From an optimization exercise on the open Yosys and OpenROAD flow, aimed at small area, a short achievable clock period and few clock cycles; shortcuts taken in it are not production practice.
In this exercise RTL edits were held to simulation tests only and were not proved equivalent to the original.
No activity file was given, so power comes from the tool's default toggle rates.

the previous run:
## otp_mxe
module otp_mxe #(
    parameter NMAX = 64,
    parameter BMAX = 64
) (
    input  wire        clk,
    input  wire        rst_n,
    input  wire        sel,
    input  wire        write,
    input  wire [15:0] addr,
    input  wire [31:0] wdata,
    output wire [31:0] rdata,
    output wire        ready,
    output wire        irq
);
==> module otp_modexp, before the edit <==
module otp_modexp (
    input  wire [66:0] s,
    input  wire [66:0] c,
    input  wire [63:0] yq,      
    input  wire [63:0] ym,      
    input  wire [63:0] m,
    input  wire [2:0]  bq,      
    input  wire [2:0]  bm,      
    output wire [66:0] s_out,
    output wire [66:0] c_out
);
    function [2:0] qsel;
        input [6:0] est;
        input [3:0] mt;
        reg         qn, q1, q2;
        begin
            qn   = est[6] && (est < 7'h7C);                   
            q2   = !est[6] && (est > {3'b000, mt});           
            q1   = !est[6] && !q2 && (est >= 7'd4);           
            qsel = {qn, q1, q2};
        end
    endfunction
    function [66:0] qval;
        input [2:0]  q;
        input [63:0] mm;
        begin
            qval = q[2] ? {3'b000, mm} :
                   q[1] ? ~{3'b000, mm} :
                   q[0] ? ~{2'b00, mm, 1'b0} : 67'd0;
        end
    endfunction
    function [133:0] csin;
        input [66:0] si, ci;
        input        bbq, bbm;
        input [63:0] yyq, yym;
        reg   [66:0] x, w, z, mj;
        begin
            x    = {si[65:0], 1'b0};
            w    = {ci[65:0], 1'b0};
            z    = {3'b000, ({64{bbq}} & yyq) | ({64{bbm}} & yym)};
            mj   = (x & w) | (x & z) | (w & z);
            csin = {x ^ w ^ z, mj[65:0], 1'b0};
        end
    endfunction
    function [133:0] csq;
        input [66:0] ts, tc;
        input [2:0]  q;
        input [63:0] mm;
        reg   [66:0] v, mj;
        begin
            v   = qval(q, mm);
            mj  = (ts & tc) | (ts & v) | (tc & v);
            csq = {ts ^ tc ^ v, mj[65:0], q[1] | q[0]};
        end
    endfunction
    function [2:0] qof;
        input [133:0] t;
        input [3:0]   mt;
        begin
            qof = qsel(t[133:127] + t[66:60], mt);
        end
    endfunction
    localparam [2:0] QN = 3'b100, Q0 = 3'b000, Q1 = 3'b010, Q2 = 3'b001;
    function [6:0] zt;                        
        input        bbq, bbm;
        input [63:0] yyq, yym;
        begin
            zt = {3'b000, ({4{bbq}} & yyq[63:60]) | ({4{bbm}} & yym[63:60])};
        end
    endfunction
    wire [66:0] qv_n = qval(QN, m);
    wire [66:0] qv_1 = qval(Q1, m);
    wire [66:0] qv_2 = qval(Q2, m);
    wire [6:0]  vt_n = qv_n[65:59];
    wire [6:0]  vt_1 = qv_1[65:59];
    wire [6:0]  vt_2 = qv_2[65:59];
    wire [6:0]  z2t  = zt(bq[2], bm[2], yq, ym);
    wire [6:0]  z1t  = zt(bq[1], bm[1], yq, ym);
    wire [3:0]  mt   = m[63:60];
    wire [2:0]   qa = qsel(s[65:59] + c[65:59] + z2t, mt);
    wire [133:0] t1 = csin(s, c, bq[2], bm[2], yq, ym);
    wire [6:0]   t1e = t1[132:126] + t1[65:59] + z1t;
    wire [2:0]   qbn = qsel(t1e + vt_n, mt);
    wire [2:0]   qbz = qsel(t1e, mt);
    wire [2:0]   qba = qsel(t1e + vt_1, mt);
    wire [2:0]   qbb = qsel(t1e + vt_2, mt);
    wire [2:0]   qb  = qa[2] ? qbn : qa[1] ? qba : qa[0] ? qbb : qbz;
    wire [133:0] a1 = csq(t1[133:67], t1[66:0], qa, m);
    wire [133:0] u2 = csin(a1[133:67], a1[66:0], bq[1], bm[1], yq, ym);
    wire [133:0] a2 = csq(u2[133:67], u2[66:0], qb, m);
    assign s_out = a2[133:67];
    assign c_out = a2[66:0];
endmodule
export LEC_CHECK = 0
export CAP_MARGIN = 20
export CELL_PAD_IN_SITES_DETAIL_PLACEMENT = 1
export CELL_PAD_IN_SITES_GLOBAL_PLACEMENT = 2
export CORE_MARGIN = 2
export CORE_UTILIZATION = 35
export SLEW_MARGIN = 20
create_clock -name core_clock -period 12.0 [get_ports {clk}]
standard.sh (not shown) runs the stock make flow with config.mk's settings and CLKGATE_MAP_FILE= SYNTH_SCRIPT=/design/flow/synth_recipe.tcl, a recipe that flattens the netlist after the stock synthesis.
==> flow/flow/run.sh <==
#!/bin/bash
set -euo pipefail
export SETUP_SLACK_MARGIN=6.5
bash standard.sh > standard.log 2>&1
Testbench counts of the previous run, summed over its fixed seeds: cycles 27,338.
Changes in the current run relative to the previous run:
==> flow/design.v, changed modules only <==
module otp_modexp (
    input  wire [66:0] s,
    input  wire [66:0] c,
    input  wire [63:0] yq,      
    input  wire [63:0] ym,      
    input  wire [63:0] m,
    input  wire [2:0]  bq,      
    input  wire [2:0]  bm,      
    output wire [66:0] s_out,
    output wire [66:0] c_out
);
    function [2:0] qsel;
        input [6:0] est;
        input [3:0] mt;
        reg         qn, q1, q2;
        begin
            qn   = est[6] && (est < 7'h7C);                   
            q2   = !est[6] && (est > {3'b000, mt});           
            q1   = !est[6] && !q2 && (est >= 7'd4);           
            qsel = {qn, q1, q2};
        end
    endfunction
    function [66:0] qval;
        input [2:0]  q;
        input [63:0] mm;
        begin
            qval = q[2] ? {3'b000, mm} :
                   q[1] ? ~{3'b000, mm} :
                   q[0] ? ~{2'b00, mm, 1'b0} : 67'd0;
        end
    endfunction
    function [133:0] csin;
        input [66:0] si, ci;
        input        bbq, bbm;
        input [63:0] yyq, yym;
        reg   [66:0] x, w, z, mj;
        begin
            x    = {si[65:0], 1'b0};
            w    = {ci[65:0], 1'b0};
            z    = {3'b000, ({64{bbq}} & yyq) | ({64{bbm}} & yym)};
            mj   = (x & w) | (x & z) | (w & z);
            csin = {x ^ w ^ z, mj[65:0], 1'b0};
        end
    endfunction
    function [133:0] csq;
        input [66:0] ts, tc;
        input [2:0]  q;
        input [63:0] mm;
        reg   [66:0] v, mj;
        begin
            v   = qval(q, mm);
            mj  = (ts & tc) | (ts & v) | (tc & v);
            csq = {ts ^ tc ^ v, mj[65:0], q[1] | q[0]};
        end
    endfunction
    function [2:0] qof;
        input [133:0] t;
        input [3:0]   mt;
        begin
            qof = qsel(t[133:127] + t[66:60], mt);
        end
    endfunction
    localparam [2:0] QN = 3'b100, Q0 = 3'b000, Q1 = 3'b010, Q2 = 3'b001;
    function [6:0] zt;                        
        input        bbq, bbm;
        input [63:0] yyq, yym;
        begin
            zt = {3'b000, ({4{bbq}} & yyq[63:60]) | ({4{bbm}} & yym[63:60])};
        end
    endfunction
    wire [66:0] qv_n = qval(QN, m);
    wire [66:0] qv_1 = qval(Q1, m);
    wire [66:0] qv_2 = qval(Q2, m);
    wire [6:0]  vt_n = qv_n[65:59];
    wire [6:0]  vt_1 = qv_1[65:59];
    wire [6:0]  vt_2 = qv_2[65:59];
    wire [6:0]  z2t  = zt(bq[2], bm[2], yq, ym);
    wire [6:0]  z1t  = zt(bq[1], bm[1], yq, ym);
    wire [3:0]  mt   = m[63:60];
    function sgn3;
        input [6:0] a, b, k;
        reg   [6:0] x, y;
        begin
            x    = a ^ b ^ k;
            y    = {((a & b) | (a & k) | (b & k)), 1'b0};
            sgn3 = (x + y) >> 6;
        end
    endfunction
    function [2:0] qdig;
        input [6:0] a, b, w;
        input [3:0] mt;
        reg         n, l, e;
        begin
            n    = sgn3(a, b, w + 7'd4);
            l    = sgn3(a, b, w - 7'd4);
            e    = sgn3(a, b, w + ~{3'b000, mt});
            qdig = n ? QN : l ? Q0 : e ? Q1 : Q2;
        end
    endfunction
    wire [2:0]   qa = qdig(s[65:59], c[65:59], z2t, mt);
    wire [133:0] t1 = csin(s, c, bq[2], bm[2], yq, ym);
    wire [2:0]   qbn = qdig(t1[132:126], t1[65:59], z1t + vt_n, mt);
    wire [2:0]   qbz = qdig(t1[132:126], t1[65:59], z1t, mt);
    wire [2:0]   qba = qdig(t1[132:126], t1[65:59], z1t + vt_1, mt);
    wire [2:0]   qbb = qdig(t1[132:126], t1[65:59], z1t + vt_2, mt);
    wire [2:0]   qb  = qa[2] ? qbn : qa[1] ? qba : qa[0] ? qbb : qbz;
    wire [66:0] x2  = {t1[132:67], 1'b0};
    wire [66:0] w2  = {t1[65:0], 1'b0};
    wire [66:0] z2  = {3'b000, ({64{bq[1]}} & yq) | ({64{bm[1]}} & ym)};
    wire [66:0] mj2 = (x2 & w2) | (x2 & z2) | (w2 & z2);
    wire [66:0] p2  = x2 ^ w2 ^ z2;
    wire [66:0] r2  = {mj2[65:1], qa[1] | qa[0], 1'b0};   
    wire [66:0] va  = qval(qa, m);
    wire [66:0] v2a = {va[65:0], 1'b0};
    wire [66:0] mj3 = (p2 & r2) | (p2 & v2a) | (r2 & v2a);
    wire [66:0] p3  = p2 ^ r2 ^ v2a;
    wire [66:0] r3  = {mj3[65:0], qb[1] | qb[0]};
    wire [66:0] vb  = qval(qb, m);
    wire [66:0] mj4 = (p3 & r3) | (p3 & vb) | (r3 & vb);
    assign s_out = p3 ^ r3 ^ vb;
    assign c_out = {mj4[65:0], 1'b0};
endmodule
[summary]
- Die height, the current run and the previous run: higher on the current run
- On synthesized area, the current run does worse than the previous run.
- The current run: clock-buffer cell count higher than the previous run
- Launch point of the critical path: bm[1] -> the current run, res[60] -> the previous run
- Summary of the current run over the previous run: initial standard-cell utilization of the core lost 0.19 points; register area neither gained nor lost much; number of ordinary inverters in the final layout fell 16.
- Synthesized cell count, the current run vs the previous run: up by a few percent
- Per the comparison of the current run with the previous run, design area has increased; final critical-path share of the clock period held steady; share of layout cells above drive strength 1 went up.
- Taking the previous run as the reference point, the total power of the current run rises by 240%.
- Measured against each other, the current run and the previous run differ in utilization, the higher figure coming from the current run.
Testbench counts of the current run, summed over its fixed seeds: cycles 27,334.

========
otp_mxe, a different RTL version from the one above (not shown whole).
Size: roughly 9200 cells after synthesis, ~86 I/O pins, roughly 68000 um^2 of cells after synthesis.
make LEC_CHECK=0 CAP_MARGIN=20 CELL_PAD_IN_SITES_DETAIL_PLACEMENT=1 CELL_PAD_IN_SITES_GLOBAL_PLACEMENT=2 CORE_MARGIN=2 CORE_UTILIZATION=35 SETUP_SLACK_MARGIN=5 SLEW_MARGIN=20 finish   # period 12.0 ns
run.sh (not shown) runs the stock make flow with config.mk's settings and CLKGATE_MAP_FILE= SYNTH_SCRIPT=/design/flow/synth_recipe.tcl, a recipe that flattens the netlist after the stock synthesis.
Stock flow here: none of the scripts above is used.
Testbench counts at the start, summed over its fixed seeds: cycles 25,893.
Then changed:
--- a/flow/design.v
+++ b/flow/design.v
@@ -95,19 +95,19 @@
     parameter NMAX = 64,
     parameter BMAX = 64
 ) (
     input  wire        clk,
     input  wire        rst_n,
     input  wire        sel,
     input  wire        write,
     input  wire [15:0] addr,
     input  wire [31:0] wdata,
-    output reg  [31:0] rdata,
+    output wire [31:0] rdata,
     output wire        ready,
     output wire        irq
 );
     localparam OP_NOP     = 8'h00;
     localparam OP_EXPAND  = 8'h01;
     localparam OP_MODEXP  = 8'h02;
     localparam OP_GEN     = 8'h03;
     localparam OP_XOR     = 8'h04;
     localparam OP_ZEROIZE = 8'h0F;
@@ -216,19 +216,24 @@
     wire a_seedw  = addr[15:8] == 8'h02;
     wire a_padw   = addr[15:14] == 2'b01;
     wire a_datw   = addr[15:14] == 2'b10;
     wire cls_a    = a_id | a_cfg | a_ctrl | a_status | a_cmd | a_fault | a_finfo | a_its;
     wire cls_b_rw = a_e | a_k | a_r | a_nbits | a_b | a_phiw | a_seedw | a_datw;
     wire cls_b_ro = a_philen | a_seedln | a_padlen | a_datlen | a_padw;
     wire cls_b    = cls_b_rw | cls_b_ro;
     wire nidx_ok  = addr[7:1] == 7'd0;
     wire bidx_ok  = addr[13:1] == 13'd0;
-    assign ready = 1'b1;
+    reg         rd2_q;       
+    reg  [31:0] rdata_q;
+    wire        rd1   = sel & ~write & ~rd2_q;
+    wire        acc_go = sel & ~rd1;               
+    assign ready = ~rd1;
+    assign rdata = rdata_q;
     assign irq = (ctrl_q[0] & done_q) | (ctrl_q[1] & fault_q);
     wire [7:0]  cop    = cmd_q[7:0];
     wire        legal  = (cmd_q[31:8] == 24'd0) &&
                          (cop == OP_NOP || cop == OP_EXPAND || cop == OP_MODEXP ||
                           cop == OP_GEN || cop == OP_XOR || cop == OP_ZEROIZE);
     wire [32:0] kr_a   = {1'b0, k_q};
     wire [32:0] kr_b   = {1'b0, r_q};
     wire [32:0] kr_n   = {1'b0, nbits_q};
     wire [32:0] kr_cy  = (kr_a & kr_b) | ((kr_a | kr_b) & ~kr_n);
@@ -425,36 +430,42 @@
             5'h0F: sc_val = {25'd0, padlen & {7{okb}}};
             5'h10: sc_val = {25'd0, datlen & {7{okb}}};
             default: sc_val = 32'd0;
         endcase
     end
     wire w_phi  = (addr[15:1] == 15'h0080) & okb;
     wire w_seed = (addr[15:1] == 15'h0100) & okb;
     wire w_pad  = (addr[15:1] == 15'h2000) & okb;
     wire w_dat  = (addr[15:1] == 15'h4000) & okb;
+    reg [31:0] rdata_c;
     always @(*) begin
-        rdata = ({32{sc_area}} & sc_val)
+        rdata_c = ({32{sc_area}} & sc_val)
               | ({32{w_phi}}  & (addr[0] ? phi_q[63:32]  : phi_q[31:0]))
               | ({32{w_seed}} & (addr[0] ? seed_q[63:32] : seed_q[31:0]))
               | ({32{w_pad}}  & (addr[0] ? pad_q[63:32]  : pad_q[31:0]))
               | ({32{w_dat}}  & (addr[0] ? dat_q[63:32]  : dat_q[31:0]));
     end
+    always @(posedge clk) begin
+        if (!rst_n) rd2_q <= 1'b0;
+        else        rd2_q <= rd1;
+        if (rd1) rdata_q <= rdata_c;
+    end
     reg busy_h, done_h, lockerr_h, addrerr_h;    
     reg host_kill;                               
     reg cmd_acc;                                 
     always @(*) begin
         busy_h    = busy_q;
         done_h    = done_q;
         lockerr_h = lockerr_q;
         addrerr_h = addrerr_q;
         host_kill = 1'b0;
         cmd_acc   = 1'b0;
-        if (sel) begin
+        if (acc_go) begin
             if (cls_a) begin
                 if (write) begin
                     if (a_ctrl) begin
                     end else if (a_status) begin
                         if (wdata[1]) done_h    = 1'b0;
                         if (wdata[4]) lockerr_h = 1'b0;
                         if (wdata[5]) addrerr_h = 1'b0;
                     end else if (a_cmd) begin
                         if (busy_q || (fault_q && wdata != 32'h0000000F)) begin
@@ -479,19 +490,19 @@
                     addrerr_h = 1'b1;
                 end else if (a_e | a_k | a_r | a_nbits | a_b) begin
                     host_kill = 1'b1;
                 end else if (a_phiw | a_seedw) begin
                     if (nidx_ok) host_kill = 1'b1;
                 end
             end
         end
     end
-    wire host_wb = sel & write & cls_b_rw & ~busy_q & ~fault_q;    
+    wire host_wb = acc_go & write & cls_b_rw & ~busy_q & ~fault_q;    
     always @(posedge clk) begin
         if (!rst_n) begin
             busy_q    <= 1'b0;
             done_q    <= 1'b0;
             fault_q   <= 1'b0;
             padv_q    <= 1'b0;
             lockerr_q <= 1'b0;
             addrerr_q <= 1'b0;
         end else begin
@@ -515,19 +526,19 @@
             nbits_q  <= 32'd0;
             b_q      <= 32'd0;
             ctrl_q   <= 2'd0;
             cmd_q    <= 32'd0;
             fcode_q  <= 4'd0;
             finfo_q  <= 7'd0;
             its_q    <= 7'd0;
             est      <= E_IDLE;
         end else begin
-            if (sel && write && a_ctrl) ctrl_q <= wdata[1:0];
+            if (acc_go && write && a_ctrl) ctrl_q <= wdata[1:0];
             if (cmd_acc) begin
                 cmd_q <= wdata;
                 est   <= E_DISP;
             end
             if (host_wb) begin
                 if (a_e)     e_q     <= wdata;
                 if (a_k)     k_q     <= wdata;
                 if (a_r)     r_q     <= wdata;
                 if (a_nbits) nbits_q <= wdata;
After rerunning: Cell count rises by about 1.4%. Routed wire length is about the same. Fmax rises by 6.1%. Count of clock-buffer cells in the layout rises by 5. Critical path depth rises by 3. Power falls by 70%. Global-route usage falls by 2.1 points. Combinational power falls by 98%. Final area falls by about 1.2%.
Testbench counts after the change, summed over its fixed seeds: cycles 27,338.

## afterwards: timing with drivers on the ports
The flow's constraints put no driver on any port. The routed layouts listed below were extracted and timed again, unchanged, in two steps. Step 1: set_driving_cell puts a clkbuf_16 on clk and a buf_2 on each other input, an assumption about the parent block. Step 2 times the ports against the registers' clock, not the clock port: input delays grow and output delays shrink by t, the midpoint of the rising clock arrivals with the driver on. a / b / c = ideal / step 1 / step 2; a / b = the first two.
run | shift t [ns] | slack for setup (ns) | worst setup path at the end | worst register clock-pin slew, ns
the previous run | 0.918 | 5.811 / 5.811 / 5.508 | input to register | 0.07 / 0.07
the current run | 0.910 | 5.805 / 5.805 / 5.651 | input to register | 0.07 / 0.07
the first run of note 2 | 0.909 | 4.567 / 4.470 / 4.568 | input to output | 0.07 / 0.07
the second run of note 2 | 0.906 | 4.993 / 4.993 / 4.548 | input to register | 0.07 / 0.07
After both steps setup and hold are still met in every run listed. For the second run of note 2, which loses most, drivers alone change the setup slack by 0.000 ns; drivers and shift together by -0.445 ns.
